Source: an optimization exercise on an open RTL-to-GDS flow (aim: small area). Production flows keep margins and buffers that such runs may drop.
Only simulation tests tie the RTL to the original design; equivalence was not proved.
No activity file was given, so power comes from the tool's default toggle rates.

## flow/flow/run.sh

```bash
#!/bin/bash
# Own layout flow: the standard synthesis, then an area-oriented re-mapping
# of the combinational logic with ABC (flip-flops are left untouched: same
# instances, names and cell types), then the standard layout steps.
# Each tool's output goes to a flow_*.log file in the work folder.
set -euo pipefail
cd "$(dirname "$0")/.."
WORK=$(pwd)
FLOW_HOME=${FLOW_HOME:-/OpenROAD-flow-scripts/flow}
YOSYS=$FLOW_HOME/../tools/install/yosys/bin/yosys
[[ -x $YOSYS ]] || YOSYS=yosys
RES=$WORK/orfs/results/sky130hd/scs_core/base

# 1. standard synthesis
bash standard.sh synth > $WORK/flow_synth.log 2>&1

# 2. re-map the combinational logic
cp $RES/1_2_yosys.v $WORK/std_1_2_yosys.v
LIB=$FLOW_HOME/platforms/sky130hd/lib/sky130_fd_sc_hd__tt_025C_1v80.lib
DU=$(grep -o 'sky130_fd_sc_hd__lpflow[a-z0-9_]*\|sky130_fd_sc_hd__probe[a-z0-9_]*' $FLOW_HOME/platforms/sky130hd/config.mk | sed 's/^/-dont_use /' | tr '\n' ' ')
cat > $WORK/remap.ys <<EOS
read_liberty -ignore_miss_func $LIB
blackbox sky130_fd_sc_hd__edfxtp_1 sky130_fd_sc_hd__dfxtp_1 sky130_fd_sc_hd__dfrtp_1 sky130_fd_sc_hd__dfstp_1 sky130_fd_sc_hd__conb_1
read_verilog $WORK/std_1_2_yosys.v
hierarchy -top scs_core
flatten
opt_clean -purge
abc -liberty $LIB $DU -script "+strash;&get -n;&fraig -x;&put;scorr;dc2;dretime;strash;&get -n;&dch -f;&nf -R 1000;&put"
opt_clean -purge
hilomap -singleton -hicell sky130_fd_sc_hd__conb_1 HI -locell sky130_fd_sc_hd__conb_1 LO
insbuf -buf sky130_fd_sc_hd__buf_4 A X
opt_clean -purge
tee -o $WORK/remap_check.txt check
tee -o $WORK/remap_stat.txt stat -liberty $LIB
write_verilog -noattr -nohex -nodec $WORK/remap_1_2_yosys.v
EOS
$YOSYS -s $WORK/remap.ys > $WORK/flow_remap.log 2>&1

# same flip-flop instances, by name and cell type, as the standard synthesis
ffs() { grep -oE '^\s*sky130_fd_sc_hd__(edfxtp|dfxtp|dfrtp|dfstp)_[0-9]+ \S+' "$1" | awk '{print $1, $2}' | sort; }
if ! diff <(ffs $WORK/std_1_2_yosys.v) <(ffs $WORK/remap_1_2_yosys.v) > $WORK/flow_ffdiff.log; then
  echo "flip-flops differ after re-mapping" >&2; exit 1
fi

cp $WORK/remap_1_2_yosys.v $RES/1_2_yosys.v
rm -f $RES/1_synth.odb $RES/1_synth.sdc

# 3. standard layout, with smaller port buffers and a clock tree built from
#    larger sink clusters without dummy loads
export BUFFER_PORTS_ARGS="-buffer_cell sky130_fd_sc_hd__buf_1"
export CTS_ARGS="-sink_clustering_enable -repair_clock_nets -dont_use_dummy_load -sink_clustering_size 25 -sink_clustering_max_diameter 100"
export REMOVE_ABC_BUFFERS=1
bash standard.sh finish > $WORK/flow_layout.log 2>&1
```

## flow/standard.sh

```bash
#!/bin/bash
# synth_recipe.tcl (not shown) runs the flow's synth.tcl, then flattens the netlist and writes it again
# the make line also repeats each setting of config.mk as NAME=value (left out here)
make -C /OpenROAD-flow-scripts/flow DESIGN_CONFIG=/design/flow/config.mk WORK_HOME=/design/flow/orfs CLKGATE_MAP_FILE= SYNTH_SCRIPT=/design/flow/synth_recipe.tcl "${@:-finish}"
```

## flow/config.mk

```make
export PLATFORM = sky130hd
export DESIGN_NAME = scs_core
export DESIGN_NICKNAME = scs_core
export VERILOG_FILES = /design/flow/design.v
export SDC_FILE = /design/flow/constraint.sdc
export NUM_CORES = 4
export LEC_CHECK = 0
export ABC_AREA = 1
export CAP_MARGIN = 20
export CORE_MARGIN = 2
export CORE_UTILIZATION = 55
export PLACE_DENSITY = 0.7
export SLEW_MARGIN = 20
```

## flow/constraint.sdc

```tcl
create_clock -name core_clock -period 13.0 [get_ports {clk}]
set_input_delay 2.6000 -clock core_clock [delete_from_list [all_inputs] [get_ports {clk}]]
set_output_delay 2.6000 -clock core_clock [all_outputs]
set_load 0.01 [all_outputs]
```

## flow/design.v

```verilog
module scs_core (
    input  wire        clk,
    input  wire        rst,           
    output wire [15:0] imem_addr,
    input  wire [31:0] imem_rdata,
    input  wire        plen_we,       
    input  wire [15:0] plen_wdata,
    input  wire        start,         
    input  wire        exec_valid,    
    input  wire [31:0] exec_word,
    output wire [1:0]  state,
    output wire [3:0]  cause,
    output wire        busy,
    input  wire [4:0]  dbg_sel,
    output wire [31:0] dbg_data
);
    localparam [1:0] ST_IDLE    = 2'd0;
    localparam [1:0] ST_RUNNING = 2'd1;
    localparam [1:0] ST_HALTED  = 2'd2;
    localparam [1:0] ST_FAULTED = 2'd3;
    localparam [3:0] F_NONE       = 4'd0;
    localparam [3:0] F_ILLEGAL    = 4'd1;
    localparam [3:0] F_INVALID    = 4'd2;
    localparam [3:0] F_INCOMPLETE = 4'd3;
    localparam [3:0] F_ARITY      = 4'd4;
    localparam [3:0] F_UNDERFLOW  = 4'd5;
    localparam [3:0] F_OVERFLOW   = 4'd6;
    localparam [3:0] F_DIVZERO    = 4'd7;
    localparam [3:0] F_JUMPOOB    = 4'd8;
    localparam [3:0] F_NEGSHIFT   = 4'd9;
    localparam [4:0] OP_PUSH = 5'd1,  OP_POP  = 5'd2,  OP_ADD  = 5'd3,  OP_SUB  = 5'd4;
    localparam [4:0] OP_INC  = 5'd5,  OP_DEC  = 5'd6,  OP_IMUL = 5'd7,  OP_IDIV = 5'd8;
    localparam [4:0] OP_AND  = 5'd9,  OP_OR   = 5'd10, OP_XOR  = 5'd11, OP_SHL  = 5'd12;
    localparam [4:0] OP_SHR  = 5'd13, OP_CMP  = 5'd14, OP_JE   = 5'd15, OP_JMA  = 5'd16;
    localparam [4:0] OP_JNE  = 5'd17, OP_SKIP = 5'd18;
    localparam [4:0] A_SP = 5'd8, A_FL = 5'd9, A_PC = 5'd10, A_PLEN = 5'd11,
                     A_ST = 5'd12, A_IMM = 5'd13, A_ZERO = 5'd14;
    localparam [4:0] M_IDLE = 5'd0,  M_START = 5'd1, M_INC  = 5'd2,  M_CHK  = 5'd3,
                     M_EX0  = 5'd4,  M_BIN2  = 5'd5, M_MUL1 = 5'd6,  M_MULL = 5'd7,
                     M_DIV1 = 5'd8,  M_DIV2  = 5'd9, M_DIV3 = 5'd10, M_DIV4 = 5'd11,
                     M_DIV5 = 5'd12, M_DIVL  = 5'd13, M_DIV6 = 5'd14, M_DIVS = 5'd15,
                     M_DIV7 = 5'd16, M_DIV8  = 5'd17, M_SH1  = 5'd18, M_SH2  = 5'd19,
                     M_SHL  = 5'd20, M_J2    = 5'd21, M_JS1  = 5'd22, M_JS2  = 5'd23,
                     M_JS3  = 5'd24, M_J1 = 5'd25;
    localparam [1:0] P_RD = 2'd0, P_SH = 2'd1, P_Z = 2'd2;
    localparam [1:0] R_SUM = 2'd0, R_AND = 2'd1, R_OR = 2'd2, R_XOR = 2'd3;
    reg [31:0] xr [0:7];      
    reg [31:0] sk [0:15];     
    reg [7:0]  xv;            
    reg [2:0]  off;
    reg [4:0]  sp;            
    reg        z, pf;
    reg [15:0] pc;
    reg [15:0] plen;
    reg [1:0]  st;
    reg [3:0]  cs;
    reg [4:0]  ms;
    reg [5:0]  cnt;
    reg [14:0] ir;            
    reg [31:0] t;
    reg [31:0] u;
    reg        f1, f2;
    assign imem_addr = pc;
    assign state     = st;
    assign cause     = cs;
    assign busy      = (ms != M_IDLE);
    wire [4:0] done_ms = (st == ST_IDLE) ? M_IDLE : M_INC;
    wire [31:0] iw_in = (ms == M_CHK) ? imem_rdata : exec_word;
    wire [4:0]  d_op  = iw_in[4:0];
    wire [2:0]  d_fm  = iw_in[7:5];
    wire [15:0] d_imm = iw_in[31:16];
    wire d_binop = (d_op == OP_ADD) || (d_op == OP_SUB) || (d_op == OP_IMUL) || (d_op == OP_IDIV) ||
                   (d_op == OP_AND) || (d_op == OP_OR)  || (d_op == OP_XOR)  || (d_op == OP_SHL)  ||
                   (d_op == OP_SHR);
    wire d_unop  = (d_op == OP_INC) || (d_op == OP_DEC);
    wire d_jump  = (d_op == OP_JE)  || (d_op == OP_JMA) || (d_op == OP_JNE);
    localparam [2:0] C_EXEC = 3'd0, C_INCOMPLETE = 3'd1, C_ARITY = 3'd2, C_BADLIT = 3'd3, C_ILLEGAL = 3'd4;
    localparam [2:0] FMT_N = 3'd0, FMT_R1 = 3'd1, FMT_R2 = 3'd2, FMT_R3 = 3'd3, FMT_I = 3'd4;
    reg [2:0] cls_t;
    reg [2:0] fmt;
    always @(*) begin
        cls_t = C_ILLEGAL;
        fmt   = FMT_N;
        if (d_fm == 3'd6 || d_fm == 3'd7) begin
            cls_t = C_ILLEGAL;
        end else if (d_op == OP_PUSH || d_jump) begin
            case (d_fm)
                3'd0: cls_t = C_EXEC;
                3'd1: begin cls_t = C_EXEC; fmt = FMT_I; end
                3'd5: cls_t = C_BADLIT;
                default: cls_t = C_ARITY;
            endcase
        end else if (d_op == OP_POP || d_op == OP_SKIP) begin
            case (d_fm)
                3'd0: cls_t = C_EXEC;
                3'd5: cls_t = C_ILLEGAL;
                default: cls_t = C_ARITY;
            endcase
        end else if (d_binop) begin
            case (d_fm)
                3'd0: cls_t = C_EXEC;
                3'd1, 3'd2: cls_t = C_INCOMPLETE;
                3'd3: begin cls_t = C_EXEC; fmt = FMT_R3; end
                3'd4: cls_t = C_ARITY;
                default: cls_t = C_ILLEGAL;
            endcase
        end else if (d_unop) begin
            case (d_fm)
                3'd0: cls_t = C_EXEC;
                3'd1: begin cls_t = C_EXEC; fmt = FMT_R1; end
                3'd5: cls_t = C_ILLEGAL;
                default: cls_t = C_ARITY;
            endcase
        end else if (d_op == OP_CMP) begin
            case (d_fm)
                3'd0: cls_t = C_EXEC;
                3'd1: cls_t = C_INCOMPLETE;
                3'd2: begin cls_t = C_EXEC; fmt = FMT_R2; end
                3'd5: cls_t = C_ILLEGAL;
                default: cls_t = C_ARITY;
            endcase
        end
    end
    reg [31:0] mbz;
    always @(*) begin
        case (fmt)
            FMT_R1:  mbz = 32'hFFFFF800;
            FMT_R2:  mbz = 32'hFFFFC000;
            FMT_R3:  mbz = 32'hFFFE0000;
            FMT_I:   mbz = 32'h0000FF00;
            default: mbz = 32'hFFFFFF00;
        endcase
    end
    wire [2:0] cls = (cls_t == C_ILLEGAL)                          ? C_ILLEGAL :
                     ((iw_in & mbz) != 32'd0)                      ? C_ILLEGAL :
                     (fmt == FMT_I && d_jump && d_imm == 16'd0)    ? C_ILLEGAL :
                     cls_t;
    wire d_sf   = (d_fm == 3'd0);           
    wire sp_emp = sp[4];                    
    wire sp_lt2 = sp[4] | (sp == 5'd0);     
    wire sp_ful = (sp == 5'd15);            
    reg [3:0] dfault;
    always @(*) begin
        dfault = F_NONE;
        case (cls)
            C_ILLEGAL:    dfault = F_ILLEGAL;
            C_INCOMPLETE: dfault = F_INCOMPLETE;
            C_ARITY:      dfault = F_ARITY;
            C_BADLIT:     dfault = F_INVALID;
            default: begin
                if (d_op == OP_PUSH) begin
                    if (sp_ful) dfault = F_OVERFLOW;
                end else if (d_op == OP_POP) begin
                    if (sp_emp) dfault = F_UNDERFLOW;
                end else if (d_binop || d_op == OP_CMP) begin
                    if (d_sf && sp_lt2) dfault = F_UNDERFLOW;
                end else if (d_unop || d_jump) begin
                    if (d_sf && sp_emp) dfault = F_UNDERFLOW;
                end
            end
        endcase
    end
    wire [14:0] ir_in = {iw_in[16:8], d_sf, d_op};
    wire [4:0]  op    = ir[4:0];
    wire        sf    = ir[5];
    wire [2:0]  rs1   = ir[8:6];
    wire [2:0]  rs2   = ir[11:9];
    wire [2:0]  rd    = ir[14:12];
    wire is_binop = (op == OP_ADD) || (op == OP_SUB) || (op == OP_IMUL) || (op == OP_IDIV) ||
                    (op == OP_AND) || (op == OP_OR)  || (op == OP_XOR)  || (op == OP_SHL)  ||
                    (op == OP_SHR);
    wire is_unop  = (op == OP_INC) || (op == OP_DEC);
    wire is_jump  = (op == OP_JE)  || (op == OP_JMA) || (op == OP_JNE);
    wire is_shift = (op == OP_SHL) || (op == OP_SHR);
    wire is_sub   = (op == OP_SUB) || (op == OP_CMP);
    wire jcond = (op == OP_JE) ? z : ~z;
    wire [3:0] spm1 = sp[3:0] - 4'd1;
    wire [3:0] spp1 = sp[3:0] + 4'd1;
    wire [4:0] a_addr = sf ? {1'b1, spm1}    : {2'b00, rs1};    
    wire [4:0] b_addr = sf ? {1'b1, sp[3:0]} : {2'b00, rs2};    
    wire [4:0] d_addr = sf ? {1'b1, spm1}    : {2'b00, rd};     
    wire [4:0] u_addr = sf ? {1'b1, sp[3:0]} : {2'b00, rs1};    
    reg  [4:0]  fra;                                    
    wire [4:0]  ra    = busy ? fra : dbg_sel;
    wire [2:0]  rslot = ra[2:0] + off;
    reg [31:0] rdata;
    integer k;
    always @(*) begin
        rdata = 32'd0;
        for (k = 0; k < 8; k = k + 1)
            rdata = rdata | (xr[k] & {32{(ra[4:3] == 2'b00) && (rslot == k) && xv[k]}});
        for (k = 0; k < 16; k = k + 1)
            rdata = rdata | (sk[k] & {32{ra[4] && (ra[3:0] == k)}});
        rdata = rdata | ({{27{sp[4]}}, sp} & {32{ra == 5'd8}})
                      | ({30'd0, pf, z} & {32{ra == 5'd9}})
                      | ({16'd0, pc} & {32{ra == 5'd10}})
                      | ({16'd0, plen} & {32{ra == 5'd11}})
                      | ({16'd0, 10'd0, cs, st} & {32{ra == 5'd12}});
    end
    assign dbg_data = rdata;
    reg [1:0] pm;
    reg       pbit_en, qen, qinv, cin;
    reg [1:0] rsel;
    wire [31:0] P = (pm == P_SH) ? {rdata[30:0], pbit_en & u[31]} : rdata;
    wire [31:0] Q = ({32{qen}} & t) ^ {32{qinv}};
    wire [32:0] s = {1'b0, P} + {1'b0, Q} + {32'd0, cin};
    wire        cout = s[32];
    wire        zero = (s[31:0] == 32'd0);
    wire        lt   = P[31] ^ Q[31] ^ cout;             
    wire        mh = (rsel != R_AND);
    wire        mg = (rsel == R_AND) || (rsel == R_OR);
    wire [31:0] R  = (rsel == R_SUM) ? s[31:0] :
                     (((P ^ Q) & {32{mh}}) | (P & Q & {32{mg}}));
    reg       we;
    reg [4:0] wa;
    reg       t_ld, u_ld, u_sh;
    wire        t_imm = (ms == M_CHK) || (ms == M_IDLE && exec_valid);
    always @(*) begin
        fra = 5'd0; pm = P_RD; pbit_en = 1'b0; qen = 1'b0; qinv = 1'b0; cin = 1'b0;
        rsel = R_SUM; we = 1'b0; wa = 5'd0; t_ld = 1'b0; u_ld = 1'b0; u_sh = 1'b0;
        case (ms)
            M_START: begin fra = A_PC; t_ld = 1'b1; end
            M_INC:   begin fra = A_PC; cin = 1'b1; we = 1'b1; wa = A_PC; end
            M_CHK:   begin fra = A_PLEN; qen = 1'b1; qinv = 1'b1; cin = 1'b1; end
            M_EX0: begin
                if (op == OP_PUSH) begin
                    fra = sf ? 5'd0 : A_ZERO; qen = ~sf;
                    we = 1'b1; wa = {1'b1, spp1};
                end else if (op == OP_POP) begin
                    fra = {1'b1, sp[3:0]};
                    we = 1'b1; wa = 5'd7;
                end else if (is_unop) begin
                    fra = u_addr; qinv = (op == OP_DEC); cin = (op == OP_INC);
                    we = 1'b1; wa = u_addr;
                end else if (op == OP_IDIV) begin
                    fra = a_addr; t_ld = 1'b1;
                end else if (is_binop || op == OP_CMP) begin
                    fra = b_addr; t_ld = 1'b1;
                end else if (is_jump) begin
                    if (sf) begin
                        fra = A_PC; t_ld = 1'b1;
                    end else begin
                        fra = A_ZERO; qen = 1'b1;
                        we = jcond; wa = A_PC;
                    end
                end
            end
            M_BIN2: begin
                fra = a_addr; qen = 1'b1; qinv = is_sub; cin = is_sub;
                case (op)
                    OP_AND:  rsel = R_AND;
                    OP_OR:   rsel = R_OR;
                    OP_XOR:  rsel = R_XOR;
                    default: rsel = R_SUM;
                endcase
                we = (op != OP_CMP); wa = d_addr;
            end
            M_MUL1: begin fra = a_addr; u_ld = 1'b1; end
            M_MULL: begin
                fra = (cnt == 6'd31) ? A_ZERO : d_addr; pm = P_SH; qen = u[31];
                we = 1'b1; wa = d_addr; u_sh = 1'b1;
            end
            M_DIV1, M_DIV4: begin fra = A_ZERO; qen = 1'b1; qinv = t[31]; cin = t[31]; t_ld = 1'b1; end
            M_DIV2: begin fra = A_ZERO; qen = 1'b1; u_ld = 1'b1; end
            M_DIV3: begin fra = b_addr; t_ld = 1'b1; end
            M_DIV5: begin fra = A_ZERO; we = 1'b1; wa = d_addr; end
            M_DIVL: begin
                fra = d_addr; pm = P_SH; pbit_en = 1'b1; qen = 1'b1;
                qinv = ~rdata[31]; cin = ~rdata[31];
                we = 1'b1; wa = d_addr; u_sh = 1'b1;
            end
            M_DIV6: begin fra = d_addr; qen = rdata[31]; end
            M_DIVS: begin
                fra = d_addr; pm = P_SH; pbit_en = 1'b1;
                we = 1'b1; wa = d_addr; u_sh = 1'b1;
            end
            M_DIV7: begin fra = d_addr; t_ld = 1'b1; end
            M_DIV8: begin
                fra = A_ZERO; qen = 1'b1; qinv = f1; cin = f1 & ~f2;
                we = 1'b1; wa = d_addr;
            end
            M_SH1: begin
                fra = a_addr;
                if (op == OP_SHL) begin we = 1'b1; wa = d_addr; end
                else u_ld = 1'b1;
            end
            M_SH2: begin fra = A_ZERO; qinv = u[31]; we = 1'b1; wa = d_addr; end
            M_SHL: begin
                fra = d_addr; pm = P_SH; pbit_en = (op == OP_SHR);
                we = (cnt != 6'd0); wa = d_addr; u_sh = 1'b1;
            end
            M_J1, M_J2:  begin fra = A_PC; qinv = 1'b1; we = 1'b1; wa = A_PC; end
            M_JS1: begin fra = {1'b1, sp[3:0]}; qen = 1'b1; t_ld = 1'b1; end
            M_JS2: begin fra = A_PLEN; qen = 1'b1; qinv = 1'b1; cin = 1'b1; end
            M_JS3: begin fra = A_ZERO; qen = 1'b1; we = 1'b1; wa = A_PC; end
            default: ;
        endcase
    end
    wire       we_x  = we && (wa[4:3] == 2'b00);
    wire       we_s  = we && wa[4];
    wire [2:0] wslot = wa[2:0] + off;
    always @(posedge clk) begin
        if (we_s) sk[wa[3:0]] <= R;
        if (we_x) xr[wslot] <= R;
    end
    wire [5:0] sh_k = (rdata[30:5] != 26'd0) ? 6'd32 : {1'b0, rdata[4:0]};
    wire [5:0] sh_n = (op == OP_SHL) ? sh_k : (6'd32 - sh_k);
    always @(posedge clk) begin
        if (t_imm) t <= {{16{iw_in[31]}}, iw_in[31:16]};
        else if (t_ld) t <= R;
        if (u_ld) u <= R;
        else if (u_sh) u <= {u[30:0], ~s[31]};
        if (rst) begin
            xv   <= 8'd0;
            sp   <= 5'h1f;
            z    <= 1'b0;
            pf   <= 1'b0;
            pc   <= 16'd0;
            plen <= 16'd0;
            st   <= ST_IDLE;
            cs   <= F_NONE;
            ms   <= M_IDLE;
        end else begin
            if (we && wa == A_PC) pc <= R[15:0];
            if (we_x) xv[wslot] <= 1'b1;
            case (ms)
                M_IDLE: begin
                    if (st == ST_IDLE) begin
                        if (plen_we) begin
                            plen <= plen_wdata;
                        end else if (start) begin
                            st <= ST_RUNNING;
                            ms <= M_START;
                        end else if (exec_valid) begin
                            if (dfault != F_NONE) begin
                                st <= ST_FAULTED; cs <= dfault;
                            end else begin
                                ir <= ir_in;
                                ms <= M_EX0;
                            end
                        end
                    end
                end
                M_START: ms <= M_CHK;
                M_INC:   ms <= M_START;
                M_CHK: begin
                    if (!cout || zero) begin
                        st <= ST_HALTED;
                        ms <= M_IDLE;
                    end else if (dfault != F_NONE) begin
                        st <= ST_FAULTED; cs <= dfault; ms <= M_IDLE;
                    end else begin
                        ir <= ir_in;
                        ms <= M_EX0;
                    end
                end
                M_EX0: begin
                    if (op == OP_PUSH) begin
                        sp <= sp + 5'd1;
                        if (sf) begin
                            off     <= off + 3'd1;
                            xv[off] <= 1'b0;
                        end
                        ms <= done_ms;
                    end else if (op == OP_POP) begin
                        sp  <= sp - 5'd1;
                        off <= off - 3'd1;
                        ms <= done_ms;
                    end else if (op == OP_IMUL) begin
                        ms <= M_MUL1;
                    end else if (op == OP_IDIV) begin
                        f1 <= rdata[31];
                        ms <= M_DIV1;
                    end else if (is_shift) begin
                        if (rdata[31]) begin
                            st <= ST_FAULTED; cs <= F_NEGSHIFT; ms <= M_IDLE;
                        end else begin
                            cnt <= sh_n;
                            ms  <= M_SH1;
                        end
                    end else if (is_binop || op == OP_CMP) begin
                        ms <= M_BIN2;
                    end else if (is_jump) begin
                        if (sf)          ms <= M_JS1;
                        else if (jcond)  ms <= M_J1;
                        else begin ms <= done_ms; end
                    end else begin
                        ms <= done_ms;
                    end
                end
                M_BIN2: begin
                    if (op == OP_CMP) begin
                        z  <= zero;
                        pf <= ~lt & ~zero;
                    end else if (sf) begin
                        sp <= sp - 5'd1;
                    end
                    ms <= done_ms;
                end
                M_MUL1: begin cnt <= 6'd31; ms <= M_MULL; end
                M_MULL: begin
                    cnt <= cnt - 6'd1;
                    if (cnt == 6'd0) begin
                        if (sf) sp <= sp - 5'd1;
                        ms <= done_ms;
                    end
                end
                M_DIV1: ms <= M_DIV2;
                M_DIV2: ms <= M_DIV3;
                M_DIV3: begin
                    if (zero) begin
                        st <= ST_FAULTED; cs <= F_DIVZERO; ms <= M_IDLE;
                    end else begin
                        f1 <= f1 ^ rdata[31];
                        ms <= M_DIV4;
                    end
                end
                M_DIV4: ms <= M_DIV5;
                M_DIV5: begin cnt <= 6'd31; ms <= M_DIVL; end
                M_DIVL: begin
                    cnt <= cnt - 6'd1;
                    if (cnt == 6'd0) ms <= M_DIV6;
                end
                M_DIV6: begin f2 <= ~zero; cnt <= 6'd31; ms <= M_DIVS; end
                M_DIVS: begin
                    cnt <= cnt - 6'd1;
                    if (cnt == 6'd0) ms <= M_DIV7;
                end
                M_DIV7: ms <= M_DIV8;
                M_DIV8: begin
                    if (sf) sp <= sp - 5'd1;
                    ms <= done_ms;
                end
                M_SH1: ms <= (op == OP_SHL) ? M_SHL : M_SH2;
                M_SH2: ms <= M_SHL;
                M_SHL: begin
                    if (cnt == 6'd0) begin
                        if (sf) sp <= sp - 5'd1;
                        ms <= done_ms;
                    end else begin
                        cnt <= cnt - 6'd1;
                    end
                end
                M_J1: ms <= M_J2;
                M_J2: begin ms <= done_ms; end
                M_JS1: begin f1 <= rdata[31] & ~cout; ms <= M_JS2; end
                M_JS2: begin
                    if (f1 || !cout || zero) begin
                        st <= ST_FAULTED; cs <= F_JUMPOOB; ms <= M_IDLE;
                    end else begin
                        sp <= sp - 5'd1;
                        if (jcond) ms <= M_JS3;
                        else begin ms <= done_ms; end
                    end
                end
                M_JS3: begin ms <= done_ms; end
                default: ms <= M_IDLE;
            endcase
        end
    end
endmodule
```

==> flow_summary_export.csv, run 1 <==
group,metric,value,unit
global_routing,grt_pass1_vias,26350,
worst_setup_path,cp-start-kind,"primary input",
sta,fin_tns_setup,0,ns
sta,maxSlewHeadroom,22.36,%
finish,mostFrequentLayoutCell,"edfxtp_1",
clocking,tritoncts,"yes",
power_and_ir_drop,power.leakage,13.45,nW
worst_setup_path,max_stage_delay,0.68,ns
floorplanning,dieArea,72280,sq um
route,viasPerCell,6.826,
global_routing,grt_overflow,0,
power_and_ir_drop,internal_power,7.377,mW
clocking,clk_pin_slew,0.09,ns
global_routing,grt_pass1_wl,181300,um
sta,final_max_slew_viol_count,0,
min_path,hold_class,"register to register",
power_and_ir_drop,power.density,311.9,nW/um^2
worst_setup_path,cp_slowest_cell,"or4b_1",
floorplanning,coreArea,69790,sq um
global_routing,grt_antenna_before_repair,5,
power_and_ir_drop,pwr-share-clk,11.0,%
finish,drive_gt1_share,7.325,%
power_and_ir_drop,sequentialPowerShare,41.3,%
clocking,h-tree-depth,2,
place,dpl_cell_area,41410,sq um
flow_run,max_cap_violations,0,
sta,whs,0.4656,ns
place,port_buffers,144,
finish,finalNetCount,3300,
route,route.vias.total,28320,
route,wl_per_cell,30.56,um
global_routing,grtUsageTotal,34.92,%
synth,synth_area,38580,sq um
sta,tightest_slew,1.165,ns
power_and_ir_drop,ir_worst_vdd,0.2854,mV
synth,syn_avg_cell_area,13.21,sq um
worst_setup_path,crit_required,13.48,ns
route,route.detailed.drc,0,
sta,rsz0062_at_grt,"no",
power_and_ir_drop,switchingPower,5.899,mW
clocking,cts.path.max_buffers,3,
global_routing,grt_max_degree,51,
clocking,hold_buffers,0,
floorplanning,num_rows,97,
finish,final_cell_mix,"edfxtp_1, nand2_1, nor2_1, a21oi_1, o21ai_0",
worst_setup_path,cp_max_fo,31,
sta,period_needed,12.20,ns
worst_setup_path,crit_path_frequent_cell,"a21oi_1",
clocking,numClockSinks,916,
floorplanning,ios,145,
power_and_ir_drop,p_sw_share,44.43,%
power_and_ir_drop,p_comb_share,47.7,%
place,place_congestion,0.9808,
route,drt_iter0_markers,4821,
floorplanning,die_w,268.9,um
sta,hold_violations,0,
sta,finalSetupViolCount,0,
floorplanning,die_y,268.9,um
route,antenna_left,0,
route,routed_wl,126800,um
sta,fin_skew,0.1031,ns
place,dp_hpwl,81830,um
route,dr.pass1.iters,9,
worst_setup_path,path_buf_inv,4,
synth,synthCells,2921,
clocking,cts.root.buffer_cell,"clkbuf_16",
worst_setup_path,cp_top_family,"simple AND/OR/NAND/NOR gates",
worst_setup_path,worstSetupPathType,"primary input to register",
synth,ys_warn_count,1,
run_status,status,"no timing/DRC/antenna violations",
sta,finalCritPeriodShare,93.84,%
floorplanning,start_util,55.28,%
finish,finalInstanceArea,42570,sq um
worst_setup_path,cp-end-kind,"register",
clocking,cts_buffers,44,
sta,timing.fmax,81.97,MHz
finish,area_growth,10.34,%
worst_setup_path,worstPathArrival,12.68,ns
clocking,clk_latency,0.63,ns
==> repair_timing <==
| item | in CTS | in global routing |
|---|---|---|
| endpoints found under the hold margin | 0 | 0 |
| setup buffers | 0 | 2 |
| resized for setup | 0 | 6 |
| setup endpoints to repair | 0 | 5 |
==> per-stage QoR <==
step           power (mW)  utilization [%]  instances  setup WS, ns
5_1_grt             13.90            61.00       4149       0.05798
3_3_place_gp        11.51            59.27       4101        0.3665
4_1_cts             13.12            60.91       4146        0.8096
2_1_floorplan       8.810                -       2899      0.006597
6_report            13.28            61.00       4149        0.8005
3_5_place_dp        11.70            59.33       4102        0.2747
==> power groups by stage <==
stage	registers (mW)	logic, mW	clock network, mW
3_3_place_gp	5.53	5.98	0
4_1_cts	5.48	6.17	1.47
2_1_floorplan	5.51	3.30	0
3_5_place_dp	5.54	6.16	0
6_report	5.48	6.33	1.46
5_1_grt	5.50	6.83	1.57
==> state kept, by name, summed over array words and instances (netlist names), 8 cells and up <==
register and count:
u 32, xr 256, ir 15, sk 512, plen 16, xv 8
pc 16, t 32
==> layout make-up <==
| class | count | area (sq um) |
|---|---|---|
| diodes | 1 | 2.502 |
| multi-input cells | 1900 | 11590 |
| well taps | 940 | 1176 |
| inverters | 83 | 311.5 |
| flip-flops and latches | 916 | 26930 |
| clock buffers | 44 | 1101 |
| fillers | 5392 | 27220 |
| repair buffers | 265 | 1463 |
==> tightest hold or removal path, cell delays in order, from the launching register on <==
cell     delay (ns)
dfxtp_1        0.32
nand2_1        0.05
a21oi_1        0.06
==> routing by layer <==
metal	part of all wire, %	GRT usage (%)
met5	0.021	0
met4	3.4	10.95
met3	12	6.201
met2	46	54.10
met1	39	50.70
==> final timing paths <==
path                                       startpoint                    end  slack, ns  cells past startpoint
worst min register to register  plen[13]$_SDFFE_PP0P_  plen[13]$_SDFFE_PP0P_       0.47                      2
worst max-delay path                       dbg_sel[2]     cs[1]$_SDFFE_PP0P_       0.80                     55
worst max register to register        ir[3]$_DFFE_PP_     cs[1]$_SDFFE_PP0P_       0.97                     61
worst min-delay path            plen[13]$_SDFFE_PP0P_  plen[13]$_SDFFE_PP0P_       0.47                      2
==> run 2: changes to the inputs <==
--- a/flow/design.v
+++ b/flow/design.v
@@ -286,3 +286,3 @@
             end
-            M_SH2: begin fra = A_ZERO; qinv = u[31]; we = 1'b1; wa = d_addr; end
+            M_SH2: begin fra = A_ZERO; qinv = u[31]; we = 1'b1; wa = d_addr; u_sh = 1'b1; end
             M_SHL: begin
@@ -305,4 +305,5 @@
     end
-    wire [5:0] sh_k = (rdata[30:5] != 26'd0) ? 6'd32 : {1'b0, rdata[4:0]};
-    wire [5:0] sh_n = (op == OP_SHL) ? sh_k : (6'd32 - sh_k);
+    wire       sh_big = (rdata[30:5] != 26'd0);
+    wire [5:0] sh_n   = (op == OP_SHL) ? (sh_big ? 6'd32 : {1'b0, rdata[4:0]})
+                                       : (sh_big ? 6'd0  : {1'b0, ~rdata[4:0]});
     always @(posedge clk) begin
--- a/flow/config.mk
+++ b/flow/config.mk
@@ -8,3 +8,3 @@
 export ABC_AREA = 1
-export CAP_MARGIN = 20
+export CAP_MARGIN = 5
 export CORE_MARGIN = 2
@@ -12,2 +12,2 @@
 export PLACE_DENSITY = 0.7
-export SLEW_MARGIN = 20
+export SLEW_MARGIN = 5
==> run 2 against run 1 <==
Clock skew rose by 0.030 ns. Hold slack got worse by 0.0022 ns. Worst setup slack got worse by 0.029 ns. Fmax shrank 0.24%. Register-to-register slack better by 0.15 ns. Combinational power down 18%. Total power decreased by 12%. Highest routed layer unchanged. Clock power grew 3%.
==> flow_summary_export.csv, run 2 <==
group,metric,value,unit
finish,finalInstanceArea,42550,sq um
route,antenna_left,0,
flow_run,max_cap_violations,0,
finish,seqCellArea,26930,sq um
clocking,clk_latency,0.64,ns
worst_setup_path,crit_path_frequent_cell,"nand2_1",
clocking,cts.root.buffer_cell,"clkbuf_16",
power_and_ir_drop,power.leakage,13.58,nW
sta,final_max_slew_viol_count,0,
power_and_ir_drop,sequentialPowerShare,42.4,%
sta,period_needed,12.23,ns
finish,fill_cells,5511,
global_routing,grt_overflow,0,
global_routing,grt_antenna_before_repair,3,
power_and_ir_drop,p_sw_share,42.77,%
place,port_buffers,144,
finish,multi_input_area,11530,sq um
synth,ys_warn_count,1,
power_and_ir_drop,internal_power,6.652,mW
route,route.detailed.drc,0,
clocking,cts.path.max_buffers,3,
route,drt_iter0_markers,4126,
floorplanning,coreArea,69790,sq um
route,viasPerCell,6.842,
global_routing,grt_max_degree,53,
sta,setup_slack,0.7712,ns
finish,drive_gt1_share,6.769,%
sta,fin_skew,0.1329,ns
place,place_congestion,0.9811,
place,pre_cts_ws,0.3102,ns
finish,final_cell_mix,"edfxtp_1, nand2_1, nor2_1, a21oi_1",
worst_setup_path,max_stage_delay,0.41,ns
sta,maxSlewHeadroom,13.21,%
worst_setup_path,cp-end-kind,"register",
worst_setup_path,cp_slowest_cell,"a2111oi_0",
floorplanning,die_w,269.1,um
route,routed_wl,127700,um
worst_setup_path,cp_max_fo,30,
clocking,h-tree-depth,2,
sta,finalSetupViolCount,0,
worst_setup_path,worstPathArrival,12.64,ns
place,dpl_cell_area,41380,sq um
finish,area_growth,10.08,%
clocking,tritoncts,"yes",
synth,syn_avg_cell_area,13.29,sq um
min_path,hold_class,"register to register",
synth,synthCells,2909,
synth,synth_area,38650,sq um
worst_setup_path,cp-start-kind,"primary input",
floorplanning,ios,145,
sta,timing.fmax,81.77,MHz
clocking,numClockSinks,916,
finish,mostFrequentLayoutCell,"edfxtp_1",
global_routing,grt_pass1_wl,184300,um
sta,hold_violations,0,
worst_setup_path,crit_required,13.42,ns
worst_setup_path,worstSetupPathType,"primary input to register",
run_status,status,"no timing/DRC/antenna violations",
sta,tightest_slew,1.288,ns
floorplanning,dieArea,72410,sq um
clocking,postCtsResizedCells,0,
clocking,cts_buffers,46,
floorplanning,num_rows,97,
clocking,hold_buffers,0,
global_routing,grt_pass1_vias,26680,
power_and_ir_drop,p_total,11.62,mW
clocking,clk_pin_slew,0.10,ns
route,dr.pass1.iters,7,
power_and_ir_drop,p_comb_share,44.6,%
power_and_ir_drop,power.density,273.2,nW/um^2
global_routing,grtUsageTotal,35.29,%
sta,finalCritPeriodShare,94.07,%
clocking,postCtsSetupBuffers,0,
place,dp_hpwl,81860,um
power_and_ir_drop,pwr-share-clk,12.9,%
finish,finalNetCount,3283,
route,route.vias.total,28280,
floorplanning,die_y,269.1,um
power_and_ir_drop,switchingPower,4.971,mW
finish,largest_register_ffs,512,
power_and_ir_drop,ir_worst_vdd,0.2952,mV
floorplanning,start_util,55.39,%
route,wl_per_cell,30.89,um
[run 2: cell types whose count changed in the layout (fill, tap and decap cells not counted), moves of 9 or more]
cell,change
nand3_1,+30
a21oi_1,-11
nand4_1,-11
or2_0,+9
nor2_1,+23
clkinv_1,+9
a221oi_1,+14
nand2_1,-38
a22oi_1,+18
o21ai_0,-54
[run 2: through the flow]
step           hold slack (ns)  instances  utilization (%)   TNS (ns)
2_1_floorplan           0.4297       2887                -    -126.18
3_3_place_gp            0.4451       4085            59.30          0
3_5_place_dp            0.4504       4085            59.30          0
4_1_cts                 0.4635       4131            60.95          0
5_1_grt                 0.4841       4132            60.97  -0.006757
6_report                0.4634       4133            60.97          0
[run 2: path summary, 6_finish.rpt]
path	end	slack, ns	cells past startpoint	start
setup / recovery	cs[1]$_SDFFE_PP0P_	0.77	51	dbg_sel[1]
hold / removal	plen[8]$_SDFFE_PP0P_	0.46	2	plen[8]$_SDFFE_PP0P_
setup reg to reg	cs[1]$_SDFFE_PP0P_	1.12	53	ms[0]$_SDFFE_PP0P_
hold reg to reg	plen[8]$_SDFFE_PP0P_	0.46	2	plen[8]$_SDFFE_PP0P_
[run 2: power by group through the flow]
stage          logic (mW)  registers (mW)  clock network, mW
2_1_floorplan        2.72            4.96                  0
3_3_place_gp         5.04            4.99                  0
3_5_place_dp         5.14            5.00                  0
4_1_cts              5.16            4.93               1.51
5_1_grt              5.55            4.95               1.60
6_report             5.19            4.93               1.50
[run 2: routing by layer]
layer | vias to the layer above | track usage, % | routed length, um | part of all wire (%)
li1 | 12080 | - | - | -
met1 | 14090 | 49.61 | 49150 | 38
met2 | 1849 | 57.13 | 60110 | 47
met3 | 256 | 5.051 | 13750 | 11
met4 | 2 | 11.74 | 4664 | 3.7
met5 | - | 0 | 13 | 0.010
[run 2: cell type report]
| class | instances | area share, % |
|---|---|---|
| Clock buffer | 46 | 2.705 |
| Multi-Input combinational cell | 1879 | 27.11 |
| Inverter | 92 | 0.8116 |
| Timing Repair Buffer | 258 | 3.314 |
| Sequential cell | 916 | 63.28 |
| Tap cell | 940 | 2.764 |
| Antenna cell | 2 | 0.01176 |
[run 2: critical path: cells and delay by family]
| kind | cells | cell delay [ns] |
|---|---|---|
| multiplexers | 1 | 0.22 |
| AND/OR/NAND/NOR | 25 | 4.45 |
| XOR/XNOR | 2 | 0.32 |
| AO/OA/AOI/OAI | 17 | 3.95 |
| buffers and inverters | 6 | 1.11 |
==> run 3: changes to the inputs <==
--- a/flow/design.v
+++ b/flow/design.v
@@ -315,2 +315,3 @@
             xv   <= 8'd0;
+            off  <= 3'd0;
             sp   <= 5'h1f;
--- a/flow/config.mk
+++ b/flow/config.mk
@@ -10,4 +10,4 @@
 export CORE_MARGIN = 2
-export CORE_UTILIZATION = 55
-export PLACE_DENSITY = 0.7
+export CORE_UTILIZATION = 65
+export PLACE_DENSITY = 0.8
 export SLEW_MARGIN = 5
==> run 3 against run 2 <==
Global-route usage grew 8.6 points. Total power is 3.0% higher. Worst setup slack worse by 0.17 ns. Non-clock buffer count rose by 78. Critical path depth grew 2. Flip-flop and latch count is the same. Largest cell class unchanged. Clock power down 3%. Hold slack better by 0.012 ns. First-iteration DRC count is 24% higher. Area after synthesis decreased by 0.42%. Cell area rose by 0.73%.
==> flow_summary_export.csv, run 3 <==
group,metric,value,unit
run_status,status,"no timing/DRC/antenna violations",
route,routed_wl,134100,um
clocking,numClockSinks,916,
synth,synthCells,2909,
worst_setup_path,cp-start-kind,"register",
floorplanning,ios,145,
sta,tightest_slew,1.317,ns
worst_setup_path,worstPathArrival,12.85,ns
floorplanning,dieArea,61170,sq um
finish,largest_register_ffs,512,
worst_setup_path,cp-end-kind,"register",
worst_setup_path,cp_slowest_cell,"dfxtp_1",
route,viasPerCell,7.368,
synth,syn_avg_cell_area,13.23,sq um
clocking,cts.path.max_buffers,3,
synth,ys_warn_count,1,
min_path,hold_class,"register to register",
global_routing,grt_max_degree,65,
route,wl_per_cell,33.20,um
worst_setup_path,crit_required,13.44,ns
finish,final_cell_mix,"edfxtp_1, nand2_1, nor2_1, buf_4, buf_1",
power_and_ir_drop,ir_worst_vdd,0.3487,mV
route,drt_iter0_markers,5115,
global_routing,grt_pass1_vias,28790,
clocking,tritoncts,"yes",
clocking,hold_buffers,0,
place,place_congestion,1.035,
worst_setup_path,worstSetupPathType,"register to register",
finish,mostFrequentLayoutCell,"edfxtp_1",
sta,hold_violations,0,
finish,area_growth,11.35,%
route,dr.pass1.iters,9,
finish,antenna_cells,0,
global_routing,grt_pass1_wl,191500,um
worst_setup_path,max_stage_delay,0.63,ns
worst_setup_path,cp_max_fo,21,
place,place_inst,3993,
clocking,cts_buffers,43,
floorplanning,coreArea,58800,sq um
finish,drive_gt1_share,9.430,%
clocking,clk_latency,0.66,ns
global_routing,grt_overflow,0,
floorplanning,die_y,247.3,um
finish,finalNetCount,3358,
sta,finalCritPeriodShare,95.39,%
route,route.vias.total,29760,
place,dp_hpwl,82780,um
sta,final_max_slew_viol_count,0,
power_and_ir_drop,p_total,11.98,mW
place,port_buffers,144,
sta,fin_skew,0.09770,ns
clocking,h-tree-depth,2,
power_and_ir_drop,power.leakage,13.94,nW
sta,maxSlewHeadroom,12.22,%
worst_setup_path,crit_path_frequent_cell,"nor2_1",
route,antenna_left,0,
floorplanning,die_w,247.3,um
clocking,cts.root.buffer_cell,"clkbuf_16",
sta,timing.fmax,80.64,MHz
synth,synth_area,38490,sq um
finish,instances_no_fill,4039,
clocking,clk_pin_slew,0.09,ns
route,route.detailed.drc,0,
power_and_ir_drop,power.density,279.4,nW/um^2
global_routing,grt_antenna_before_repair,4,
floorplanning,num_rows,89,
flow_run,max_cap_violations,0,
floorplanning,start_util,65.46,%
sta,finalSetupViolCount,0,
global_routing,grtUsageTotal,43.93,%
sta,period_needed,12.40,ns
==> run 3: final timing paths <==
kind	slack, ns	depth (start not counted)	from	end
setup / recovery	0.60	53	ms[0]$_SDFFE_PP0P_	cs[0]$_SDFFE_PP0P_
hold reg to reg	0.48	2	plen[6]$_SDFFE_PP0P_	plen[6]$_SDFFE_PP0P_
setup reg to reg	0.60	53	ms[0]$_SDFFE_PP0P_	cs[0]$_SDFFE_PP0P_
hold / removal	0.48	2	plen[6]$_SDFFE_PP0P_	plen[6]$_SDFFE_PP0P_
==> run 3: final cells by class <==
class                           count  area, sq um
Timing Repair Buffer              336         2021
Clock buffer                       43         1076
Sequential cell                   916        26900
Multi-Input combinational cell   1883        11570
Fill cell                        3722        15940
Tap cell                          773        967.2
Inverter                           88        330.3
==> run 3: metal layers <==
metal	routed length (um)	part of all wire, %	vias up	global-route usage (%)
met5	50	0.037	-	0
met4	9633	7.2	6	24.60
met3	21840	16	662	12.64
met2	59440	44	2823	67.65
met1	43130	32	14090	56.61
li1	-	-	12180	-
==> run 3: per-stage QoR <==
step | instance area [sq um] | TNS (ns) | util (%) | worst slack [ns] | hold WS [ns]
floorplan | 38320 | -142.34 | - | -1.842 | 0.4297
global placement | 41710 | 0 | 70.94 | 0.4724 | 0.4438
detailed placement | 41710 | 0 | 70.94 | 0.1561 | 0.4545
CTS | 42790 | 0 | 72.77 | 0.6903 | 0.4692
global route | 42860 | -0.005826 | 72.89 | -0.005826 | 0.5064
finish | 42860 | 0 | 72.89 | 0.5987 | 0.4754
==> run 3: worst max-delay path: cells and delay by family (launching register included) <==
| kind | cells | cell delay [ns] |
|---|---|---|
| AOI/OAI and AO/OA | 16 | 3.82 |
| DFF | 1 | 0.63 |
| muxes | 1 | 0.32 |
| buffers and inverters | 5 | 1.04 |
| and+or+nand+nor | 30 | 6.30 |
| xor gates and xnor gates | 1 | 0.16 |
==> run 3: timing repair <==
item,4_1_cts,5_1_grt
resized for setup,0,11
endpoints found under the setup margin,0,29
buffers inserted,0,3
==> run 3: power breakdown <==
part           total, mW  internal [mW]  switching, mW
clock network       1.46          0.593          0.864
logic               5.59           1.40           4.19
registers           4.93           4.84         0.0898
total               12.0           6.83           5.15
==> run 4: changes to the inputs <==
--- a/flow/design.v
+++ b/flow/design.v
@@ -36,3 +36,3 @@
     localparam [4:0] A_SP = 5'd8, A_FL = 5'd9, A_PC = 5'd10, A_PLEN = 5'd11,
-                     A_ST = 5'd12, A_IMM = 5'd13, A_ZERO = 5'd14;
+                     A_ST = 5'd12, A_ZERO = 5'd14;
     localparam [4:0] M_IDLE = 5'd0,  M_START = 5'd1, M_INC  = 5'd2,  M_CHK  = 5'd3,
@@ -44,3 +44,3 @@
                      M_JS3  = 5'd24, M_J1 = 5'd25;
-    localparam [1:0] P_RD = 2'd0, P_SH = 2'd1, P_Z = 2'd2;
+    localparam [1:0] P_RD = 2'd0, P_SH = 2'd1;
     localparam [1:0] R_SUM = 2'd0, R_AND = 2'd1, R_OR = 2'd2, R_XOR = 2'd3;
--- a/flow/flow/run.sh
+++ b/flow/flow/run.sh
@@ -27,3 +27,3 @@
 opt_clean -purge
-abc -liberty $LIB $DU -script "+strash;&get -n;&fraig -x;&put;scorr;dc2;dretime;strash;&get -n;&dch -f;&nf -R 1000;&put"
+abc -liberty $LIB $DU -script "+strash;&get -n;&fraig -x;&put;scorr;dc2;dretime;strash;dc2;&get -n;&dch -f;&nf -R 2000 -a;&put"
 opt_clean -purge
==> run 4 against run 3 <==
Utilization is 0.26 points higher. Cell area fell by 1.1%. Critical path depth increased by 6. Sequential share of layout area rose by 0.72 points. Non-clock buffer count fell by 40. Synthesized cell count down 2.2%. Cell count shrank 2.7%. Fmax increased by 1.3%. Global-route usage is essentially flat. Critical path type is now primary input to register. Flip-flop and latch count did not move. Still clean.
==> flow_summary_export.csv, run 4 <==
group,metric,value,unit
worst_setup_path,critPathCapture,"cs[2]$_SDFFE_PP0P_",
worst_setup_path,cp_max_fo,7,
synth,syn_avg_cell_area,13.45,sq um
route,dr.pass1.iters,10,
floorplanning,num_rows,88,
sta,finalCritPeriodShare,94.14,%
route,routed_wl,133100,um
global_routing,grtUsageTotal,43.90,%
min_path,hold_class,"register to register",
route,route.vias.total,29100,
sta,period_needed,12.24,ns
finish,mostFrequentLayoutCell,"edfxtp_1",
flow_run,max_cap_violations,0,
worst_setup_path,crit_path_frequent_cell,"a31oi_2",
clocking,cts.path.max_buffers,3,
global_routing,grt_pass1_vias,27940,
power_and_ir_drop,ir_worst_vdd,0.2851,mV
finish,post-route-util,73.16,%
floorplanning,start_util,66.08,%
global_routing,grt_overflow,0,
synth,ys_warn_count,1,
finish,instances_no_fill,3930,
min_path,hold_depth,2,
route,drt_iter0_markers,5669,
clocking,h-tree-depth,2,
sta,maxSlewHeadroom,12.68,%
power_and_ir_drop,power.leakage,13.65,nW
route,viasPerCell,7.403,
sta,fin_skew,0.1103,ns
finish,fill_cells,3741,
finish,finalNetCount,3255,
finish,largest_register_ffs,512,
route,wl_per_cell,33.87,um
worst_setup_path,cp-start-kind,"primary input",
worst_setup_path,ff2ff_path_depth,57,
sta,tightest_slew,1.310,ns
run_status,status,"no timing/DRC/antenna violations",
finish,area_growth,10.70,%
worst_setup_path,worstPathArrival,12.71,ns
worst_setup_path,cp_slowest_cell,"maj3_1",
finish,final_cell_mix,"edfxtp_1, nand2_1, nor2_1, a222oi_1, buf_4",
finish,seqCellArea,26900,sq um
worst_setup_path,max_stage_delay,0.43,ns
place,dp_hpwl,83980,um
floorplanning,die_y,246.7,um
route,antenna_left,0,
floorplanning,dieArea,60840,sq um
finish,multi_input_area,11400,sq um
worst_setup_path,regToRegSetupSlack,0.87,ns
synth,synth_area,38270,sq um
synth,synthCells,2845,
sta,hold_violations,0,
floorplanning,ios,145,
place,place_inst,3884,
floorplanning,coreArea,57920,sq um
clocking,clk_latency,0.65,ns
worst_setup_path,worstSetupPathType,"primary input to register",
sta,final_max_slew_viol_count,0,
clocking,cts_buffers,44,
clocking,numClockSinks,916,
clocking,tritoncts,"yes",
power_and_ir_drop,power.density,246.0,nW/um^2
worst_setup_path,cp-end-kind,"register",
sta,finalSetupViolCount,0,
global_routing,grt_antenna_before_repair,2,
finish,drive_gt1_share,8.758,%
sta,timing.fmax,81.71,MHz
clocking,cts.root.buffer_cell,"clkbuf_16",
worst_setup_path,reg2reg_from,"ms[2]$_SDFFE_PP0P_",
global_routing,grt_pass1_wl,189400,um
min_path,hold_start,"plen[14]$_SDFFE_PP0P_",
route,route.detailed.drc,0,
clocking,clk_pin_slew,0.09,ns
worst_setup_path,timing.rr.end,"cs[2]$_SDFFE_PP0P_",
worst_setup_path,crit_required,13.47,ns
place,port_buffers,144,
floorplanning,die_w,246.7,um
worst_setup_path,startpoint,"dbg_sel[1]",
clocking,postCtsSetupBuffers,0,
place,place_congestion,1.003,
global_routing,grt_max_degree,58,
run 4: cell count changes in the layout (fill, tap and decap cells not counted), moves of 13 or more:
cell      change
a22oi_1      -46
a222oi_1     +45
buf_4        -41
o21ai_0      -30
nand2_1      -18
nand2b_1     +16
nor3_1       +15
nor2_1       -13
run 4: how the worst min path moves through the flow:
stage,to,slack [ns]
after CTS,plen[14]$_SDFFE_PP0P_,0.46
after floorplan,plen[5]$_SDFFE_PP0P_,0.43
after global placement,plen[10]$_SDFFE_PP0P_,0.45
final,plen[14]$_SDFFE_PP0P_,0.47
after detailed placement,plen[14]$_SDFFE_PP0P_,0.45
after global routing,plen[13]$_SDFFE_PP0P_,0.50
run 4: per-stage QoR:
stage | instance area, sq um | total power, mW | setup TNS, ns | hold WS [ns] | worst slack, ns
2_1_floorplan | 38110 | 6.865 | -117.18 | 0.4276 | -1.326
3_3_place_gp | 41180 | 8.690 | 0 | 0.4470 | 0.1501
3_5_place_dp | 41180 | 8.834 | -0.1850 | 0.4517 | -0.1163
4_1_cts | 42280 | 10.24 | 0 | 0.4639 | 0.3675
5_1_grt | 42360 | 10.74 | -0.001890 | 0.5000 | -0.001890
6_report | 42370 | 10.42 | 0 | 0.4658 | 0.7620
run 4: critical path: cells and delay by family:
kind	cells	cell delay, ns
AO/OA/AOI/OAI	20	3.82
AND/OR/NAND/NOR	29	4.45
buffers and inverters	5	0.64
adder cells (fa/ha/maj)	2	0.63
XOR/XNOR	3	0.55
run 4: repair_timing:
| item | 4_1_cts | 5_1_grt |
|---|---|---|
| setup endpoints to repair | 0 | 55 |
| resized for setup | 0 | 22 |
| hold buffers | 0 | 0 |
run 4: where the power goes:
part | internal, mW | switching [mW]
logic | 1.00 | 3.31
clock network | 0.606 | 0.866
registers | 4.56 | 0.0833
run 4: layout make-up:
| class | instances | share of cell area [%] |
|---|---|---|
| well taps | 765 | 2.259 |
| inverters | 76 | 0.6733 |
| multi-input cells | 1831 | 26.92 |
| repair buffers | 296 | 4.058 |
| flip-flops and latches | 916 | 63.48 |
| diodes | 2 | 0.01181 |
| clock buffers | 44 | 2.599 |
run 4: routing by layer:
layer	up-vias	part of all wire (%)	GRT usage (%)
li1	11960	-	-
met1	13840	32	58.20
met2	2715	45	66.94
met3	580	16	11.50
met4	2	7.0	24.01
met5	-	0.0053	0
==> run 5: changes to the inputs <==
--- a/flow/config.mk
+++ b/flow/config.mk
@@ -10,4 +10,4 @@
 export CORE_MARGIN = 2
-export CORE_UTILIZATION = 65
-export PLACE_DENSITY = 0.8
+export CORE_UTILIZATION = 55
+export PLACE_DENSITY = 0.7
 export SLEW_MARGIN = 5
==> run 5 against run 4 <==
Area after synthesis is the same. Die area up 18%. First-iteration DRC count down 25%. Register-to-register slack worse by 0.08 ns. Worst setup slack worse by 0.16 ns. Non-clock buffer count fell by 13. Critical path depth decreased by 1. Fmax fell by 1.3%. Sequential power barely moved. Critical endpoint unchanged.
==> flow_summary_export.csv, run 5 <==
group,metric,value,unit
sta,maxSlewHeadroom,14.89,%
finish,final_cell_mix,"edfxtp_1, nand2_1, nor2_1, a222oi_1, buf_1",
floorplanning,start_util,55.71,%
power_and_ir_drop,ir_worst_vdd,0.1899,mV
place,dp_hpwl,82410,um
route,dr.pass1.iters,8,
place,dpl_cell_area,41300,sq um
worst_setup_path,crit_required,13.47,ns
min_path,hold_class,"register to register",
sta,final_max_slew_viol_count,0,
worst_setup_path,worstSetupPathType,"primary input to register",
synth,synthCells,2845,
floorplanning,coreArea,68710,sq um
clocking,clk_pin_slew,0.09,ns
global_routing,grt_max_degree,58,
sta,finalCritPeriodShare,95.35,%
worst_setup_path,cp-end-kind,"register",
route,antenna_left,0,
global_routing,grt_overflow,0,
floorplanning,die_y,267.8,um
global_routing,grtUsageTotal,36.04,%
floorplanning,num_rows,96,
finish,drive_gt1_share,8.444,%
clocking,tritoncts,"yes",
route,wl_met2,59840,um
clocking,numClockSinks,916,
synth,syn_avg_cell_area,13.45,sq um
route,wl_met1,46910,um
worst_setup_path,cp_max_fo,18,
sta,finalSetupViolCount,0,
global_routing,grt_pass1_vias,26890,
run_status,status,"no timing/DRC/antenna violations",
clocking,clk_latency,0.65,ns
place,place_congestion,0.9782,
route,route.vias.total,28280,
route,viasPerCell,6.927,
finish,finalNetCount,3242,
finish,mostFrequentLayoutCell,"edfxtp_1",
finish,largest_register_ffs,512,
route,route.met3.wl,17320,um
clocking,h-tree-depth,2,
route,route.detailed.drc,0,
place,port_buffers,144,
worst_setup_path,cp-start-kind,"primary input",
clocking,cts.path.max_buffers,3,
sta,setup_slack,0.6046,ns
power_and_ir_drop,power.density,243.2,nW/um^2
route,drt_iter0_markers,4272,
synth,ys_warn_count,1,
clocking,cts_buffers,44,
flow_run,max_cap_violations,0,
power_and_ir_drop,power.leakage,13.59,nW
sta,tightest_slew,1.277,ns
worst_setup_path,crit_path_frequent_cell,"nand3_1",
worst_setup_path,max_stage_delay,0.51,ns
worst_setup_path,cp_slowest_cell,"nor3_1",
sta,timing.fmax,80.67,MHz
global_routing,grt_antenna_before_repair,0,
sta,hold_violations,0,
power_and_ir_drop,p_total,10.34,mW
global_routing,grt_pass1_wl,185000,um
floorplanning,ios,145,
route,wl_per_cell,31.88,um
route,routed_wl,130200,um
sta,period_needed,12.40,ns
clocking,cts.root.buffer_cell,"clkbuf_16",
sta,fin_skew,0.1028,ns
place,pre_cts_ws,-0.2050,ns
clocking,postCtsSetupBuffers,0,
floorplanning,dieArea,71710,sq um
floorplanning,die_w,267.8,um
worst_setup_path,worstPathArrival,12.87,ns
finish,area_growth,11.03,%
synth,synth_area,38270,sq um
finish,finalInstanceArea,42490,sq um
route,highest_layer,"met4",
## run 5: changes by cell type in the layout (fill, tap and decap cells not counted), moves of 2 or more
cell and delta:
and3_2 +2, o21ai_0 +2, buf_4 -15, and3_1 -2
buf_12 +2
## run 5: metal layers
| metal | global-route usage [%] | up-vias |
|---|---|---|
| li1 | - | 11950 |
| met1 | 48.98 | 13910 |
| met2 | 57.04 | 2098 |
| met3 | 8.009 | 329 |
| met4 | 14.24 | 0 |
| met5 | 0 | - |
## run 5: critical path: cells and delay by family
kind                       cells  cell delay (ns)
and+or+nand+nor               30             5.13
AOI/OAI and AO/OA             19             3.33
buffers and inverters          6             1.03
adders and majority gates      1             0.40
xor gates and xnor gates       1             0.18
muxes                          1             0.15
## run 5: path summary, 6_finish.rpt
check	startpoint	to	slack (ns)	cells after the start
setup / recovery	dbg_sel[1]	cs[2]$_SDFFE_PP0P_	0.60	58
hold / removal	plen[13]$_SDFFE_PP0P_	plen[13]$_SDFFE_PP0P_	0.47	2
setup reg to reg	ms[3]$_SDFFE_PP0P_	cs[2]$_SDFFE_PP0P_	0.79	58
hold reg to reg	plen[13]$_SDFFE_PP0P_	plen[13]$_SDFFE_PP0P_	0.47	2
## run 5: power breakdown
part / switching [mW] / total (mW) / leakage [nW] / internal [mW]
clock: 0.875 / 1.48 / 0.542 / 0.606
combinational: 3.21 / 4.21 / 4.73 / 1.00
sequential: 0.0870 / 4.64 / 8.32 / 4.55
total: 4.17 / 10.3 / 13.6 / 6.16
## run 5: cell type report
type                            instances  area [sq um]
Sequential cell                       916         26900
Inverter                               76         285.3
Tap cell                              931          1165
Fill cell                            5312         26210
Antenna cell                            2         5.005
Timing Repair Buffer                  283          1643
Clock buffer                           44          1101
Multi-Input combinational cell       1831         11400
## run 5: stage by stage
stage	util, %	setup TNS (ns)	cells	hold slack [ns]
after detailed placement	60.11	-0.6082	4036	0.4524
after global placement	60.11	-0.05445	4036	0.4468
final	61.85	0	4083	0.4706
after floorplan	-	-117.18	2823	0.4276
after global routing	61.84	-0.09241	4081	0.4817
after CTS	61.71	0	4080	0.4668
## run 5: timing repair
action / 4_1_cts / 5_1_grt
hold buffers: 0 / 0
resized for setup: 0 / 18
setup endpoints to repair: 0 / 55
==> run 6: changes to the inputs <==
--- a/flow/flow/run.sh
+++ b/flow/flow/run.sh
@@ -50,3 +50,3 @@
 export BUFFER_PORTS_ARGS="-buffer_cell sky130_fd_sc_hd__buf_1"
-export CTS_ARGS="-sink_clustering_enable -repair_clock_nets -dont_use_dummy_load -sink_clustering_size 25 -sink_clustering_max_diameter 100"
+export CTS_ARGS="-sink_clustering_enable -repair_clock_nets -dont_use_dummy_load -buf_list sky130_fd_sc_hd__clkbuf_8 -sink_clustering_size 15 -sink_clustering_max_diameter 100"
 export REMOVE_ABC_BUFFERS=1
==> run 6 against run 5 <==
Via count rose by 0.34%. Routed wire length barely moved. Count of clock-buffer cells in the layout rose by 27. Combinational power barely moved. Clock power fell by 7%. Sequential power barely moved. Highest routed layer unchanged. Global-route usage rose by 0.13 points. Total power fell by 1.2%. Clock skew fell by 0.0021 ns. Worst setup slack got worse by 0.013 ns. Critical endpoint unchanged.
==> flow_summary_export.csv, run 6 <==
group,metric,value,unit
finish,finalNetCount,3268,
synth,synthCells,2845,
worst_setup_path,critPathCapture,"cs[2]$_SDFFE_PP0P_",
power_and_ir_drop,power.leakage,13.55,nW
clocking,clk_latency,0.72,ns
floorplanning,start_util,55.71,%
clocking,cts.root.buffer_cell,"clkbuf_8",
sta,period_needed,12.41,ns
worst_setup_path,ff2ff_path_depth,58,
worst_setup_path,startpoint,"dbg_sel[1]",
finish,multi_input_area,11380,sq um
floorplanning,die_y,267.8,um
sta,finalSetupViolCount,0,
clocking,hold_buffers,0,
finish,largest_register_ffs,512,
global_routing,grt_overflow,0,
place,port_buffers,144,
sta,fin_skew,0.1007,ns
global_routing,grt_pass1_vias,26950,
route,route.detailed.drc,0,
worst_setup_path,cp-end-kind,"register",
sta,final_max_slew_viol_count,0,
worst_setup_path,cp_max_fo,18,
floorplanning,coreArea,68710,sq um
floorplanning,dieArea,71710,sq um
global_routing,grt_antenna_before_repair,1,
sta,finalCritPeriodShare,95.45,%
worst_setup_path,worstPathArrival,12.97,ns
min_path,hold_class,"register to register",
clocking,cts_buffers,71,
power_and_ir_drop,internal_power,6.045,mW
flow_run,max_cap_violations,0,
worst_setup_path,cp_slowest_cell,"nor3_1",
power_and_ir_drop,sequentialPowerShare,45.4,%
place,place_congestion,0.9782,
power_and_ir_drop,switchingPower,4.173,mW
global_routing,grt_pass1_wl,185400,um
sta,setup_slack,0.5911,ns
place,pre_cts_ws,-0.2050,ns
sta,timing.fmax,80.59,MHz
route,route.vias.total,28380,
clocking,clk_pin_slew,0.10,ns
place,dp_hpwl,82410,um
finish,area_growth,10.63,%
sta,hold_violations,0,
sta,tightest_slew,1.342,ns
floorplanning,ios,145,
route,drt_iter0_markers,4191,
clocking,postCtsResizedCells,0,
route,dr.pass1.iters,9,
power_and_ir_drop,power.density,241.3,nW/um^2
power_and_ir_drop,pwr-share-clk,13.4,%
clocking,numClockSinks,916,
worst_setup_path,crit_required,13.56,ns
global_routing,grt_max_degree,58,
synth,synth_area,38270,sq um
finish,fill_cells,5333,
worst_setup_path,reg2reg_from,"ms[2]$_SDFFE_PP0P_",
worst_setup_path,crit_path_frequent_cell,"nand3_1",
route,antenna_left,0,
synth,syn_avg_cell_area,13.45,sq um
route,routed_wl,130300,um
finish,seqCellArea,26900,sq um
worst_setup_path,cp-start-kind,"primary input",
worst_setup_path,regToRegSetupSlack,0.71,ns
route,viasPerCell,6.902,
worst_setup_path,timing.rr.end,"cs[2]$_SDFFE_PP0P_",
power_and_ir_drop,p_comb_share,41.2,%
clocking,cts.path.max_buffers,3,
clocking,h-tree-depth,3,
worst_setup_path,worstSetupPathType,"primary input to register",
floorplanning,die_w,267.8,um
sta,whs,0.4699,ns
synth,ys_warn_count,1,
finish,mostFrequentLayoutCell,"edfxtp_1",
clocking,postCtsSetupBuffers,0,
sta,maxSlewHeadroom,10.30,%
finish,drive_gt1_share,9.099,%
route,wl_per_cell,31.69,um
clocking,tritoncts,"yes",
finish,final_cell_mix,"edfxtp_1, nand2_1, nor2_1, a222oi_1, buf_1",
power_and_ir_drop,ir_worst_vdd,0.1870,mV
power_and_ir_drop,p_sw_share,40.84,%
worst_setup_path,max_stage_delay,0.53,ns
global_routing,grtUsageTotal,36.16,%
floorplanning,num_rows,96,
run_status,status,"no timing/DRC/antenna violations",
[run 6: cell types whose count changed in the layout (fill, tap and decap cells not counted), moves of 2 or more]
cell and change:
clkbuf_8 +71, clkbuf_16 -44, diode_2 +3, a31oi_1 +2, a31oi_2 -2
[run 6: per-stage QoR]
| stage | total power [mW] | TNS (ns) | utilization (%) | cells | cell area, sq um |
|---|---|---|---|---|---|
| 3_5_place_dp | 8.838 | -0.6082 | 60.11 | 4036 | 41300 |
| 6_report | 10.22 | 0 | 61.63 | 4112 | 42340 |
| 3_3_place_gp | 8.729 | -0.05445 | 60.11 | 4036 | 41300 |
| 5_1_grt | 10.62 | -0.1857 | 61.62 | 4109 | 42330 |
| 2_1_floorplan | 6.865 | -117.18 | - | 2823 | 38110 |
| 4_1_cts | 10.16 | 0 | 61.53 | 4107 | 42270 |
[run 6: final cells by class]
class	count	area share, %
Antenna cell	5	0.02955
Clock buffer	71	2.308
Inverter	76	0.6737
Multi-Input combinational cell	1831	26.88
Sequential cell	916	63.52
Tap cell	931	2.751
Timing Repair Buffer	282	3.833
[run 6: routing by layer]
metal | track usage (%) | up-vias | wire [um]
met4 | 15.28 | 0 | 6141
met3 | 8.018 | 329 | 17720
li1 | - | 11990 | -
met2 | 56.43 | 2219 | 59360
met5 | 0 | - | 0
met1 | 49.49 | 13840 | 47070
[run 6: worst min-delay path by stage]
stage | from | to | slack [ns] | cells past startpoint
2_1_floorplan | plen[5]$_SDFFE_PP0P_ | plen[5]$_SDFFE_PP0P_ | 0.43 | 2
3_3_place_gp | plen[14]$_SDFFE_PP0P_ | plen[14]$_SDFFE_PP0P_ | 0.45 | 2
3_5_place_dp | plen[2]$_SDFFE_PP0P_ | plen[2]$_SDFFE_PP0P_ | 0.45 | 2
4_1_cts | plen[13]$_SDFFE_PP0P_ | plen[13]$_SDFFE_PP0P_ | 0.47 | 2
5_1_grt | plen[7]$_SDFFE_PP0P_ | plen[7]$_SDFFE_PP0P_ | 0.48 | 2
6_report | plen[13]$_SDFFE_PP0P_ | plen[13]$_SDFFE_PP0P_ | 0.47 | 2
[run 6: worst max-delay path: cells and delay by family]
family | cells | cell delay (ns)
fa+ha+maj | 1 | 0.40
mux | 1 | 0.14
xor+xnor | 1 | 0.14
compound gates | 19 | 3.20
simple gates | 30 | 5.40
buf+inv | 6 | 1.03
[run 6: power by group through the flow]
stage	Clock (mW)	Combinational, mW	Sequential [mW]
floorplan	0	2.18	4.69
global placement	0	4.03	4.70
detailed placement	0	4.13	4.70
CTS	1.37	4.15	4.64
global route	1.47	4.49	4.66
finish	1.37	4.21	4.64

==> re-timing with driven ports <==
No port has a modelled driver above. Below, the same layouts with a new extraction and two added sets of constraints. Step 1 assumes that a clkbuf_16 drives the clock port and a buf_2 every other input. Step 2, shift: input delay + t, output delay - t, t = (earliest + latest rising clock arrival at the registers) / 2. This alone moves slack from input paths to output paths. Slacks: ideal / step 1 / step 2; pairs: ideal / step 1.
| run | t (ns) | setup slack, ns | worst register clock-pin slew, ns |
|---|---|---|---|
| run 1 | 0.652 | 0.801 / 0.847 / 0.195 | 0.10 / 0.10 |
| run 2 | 0.645 | 0.771 / 0.815 / 0.170 | 0.10 / 0.10 |
| run 3 | 0.683 | 0.599 / 0.599 / -0.034 | 0.11 / 0.11 |
| run 4 | 0.666 | 0.762 / 0.805 / 0.138 | 0.11 / 0.11 |
| run 5 | 0.655 | 0.605 / 0.638 / -0.018 | 0.11 / 0.11 |
| run 6 | 0.727 | 0.591 / 0.622 / -0.105 | 0.11 / 0.11 |
With both steps, setup timing fails in run 3, run 5 and run 6, where it was met with ideal ports. For run 6, which loses most, drivers alone change the setup slack by +0.031 ns; drivers and shift together by -0.696 ns.
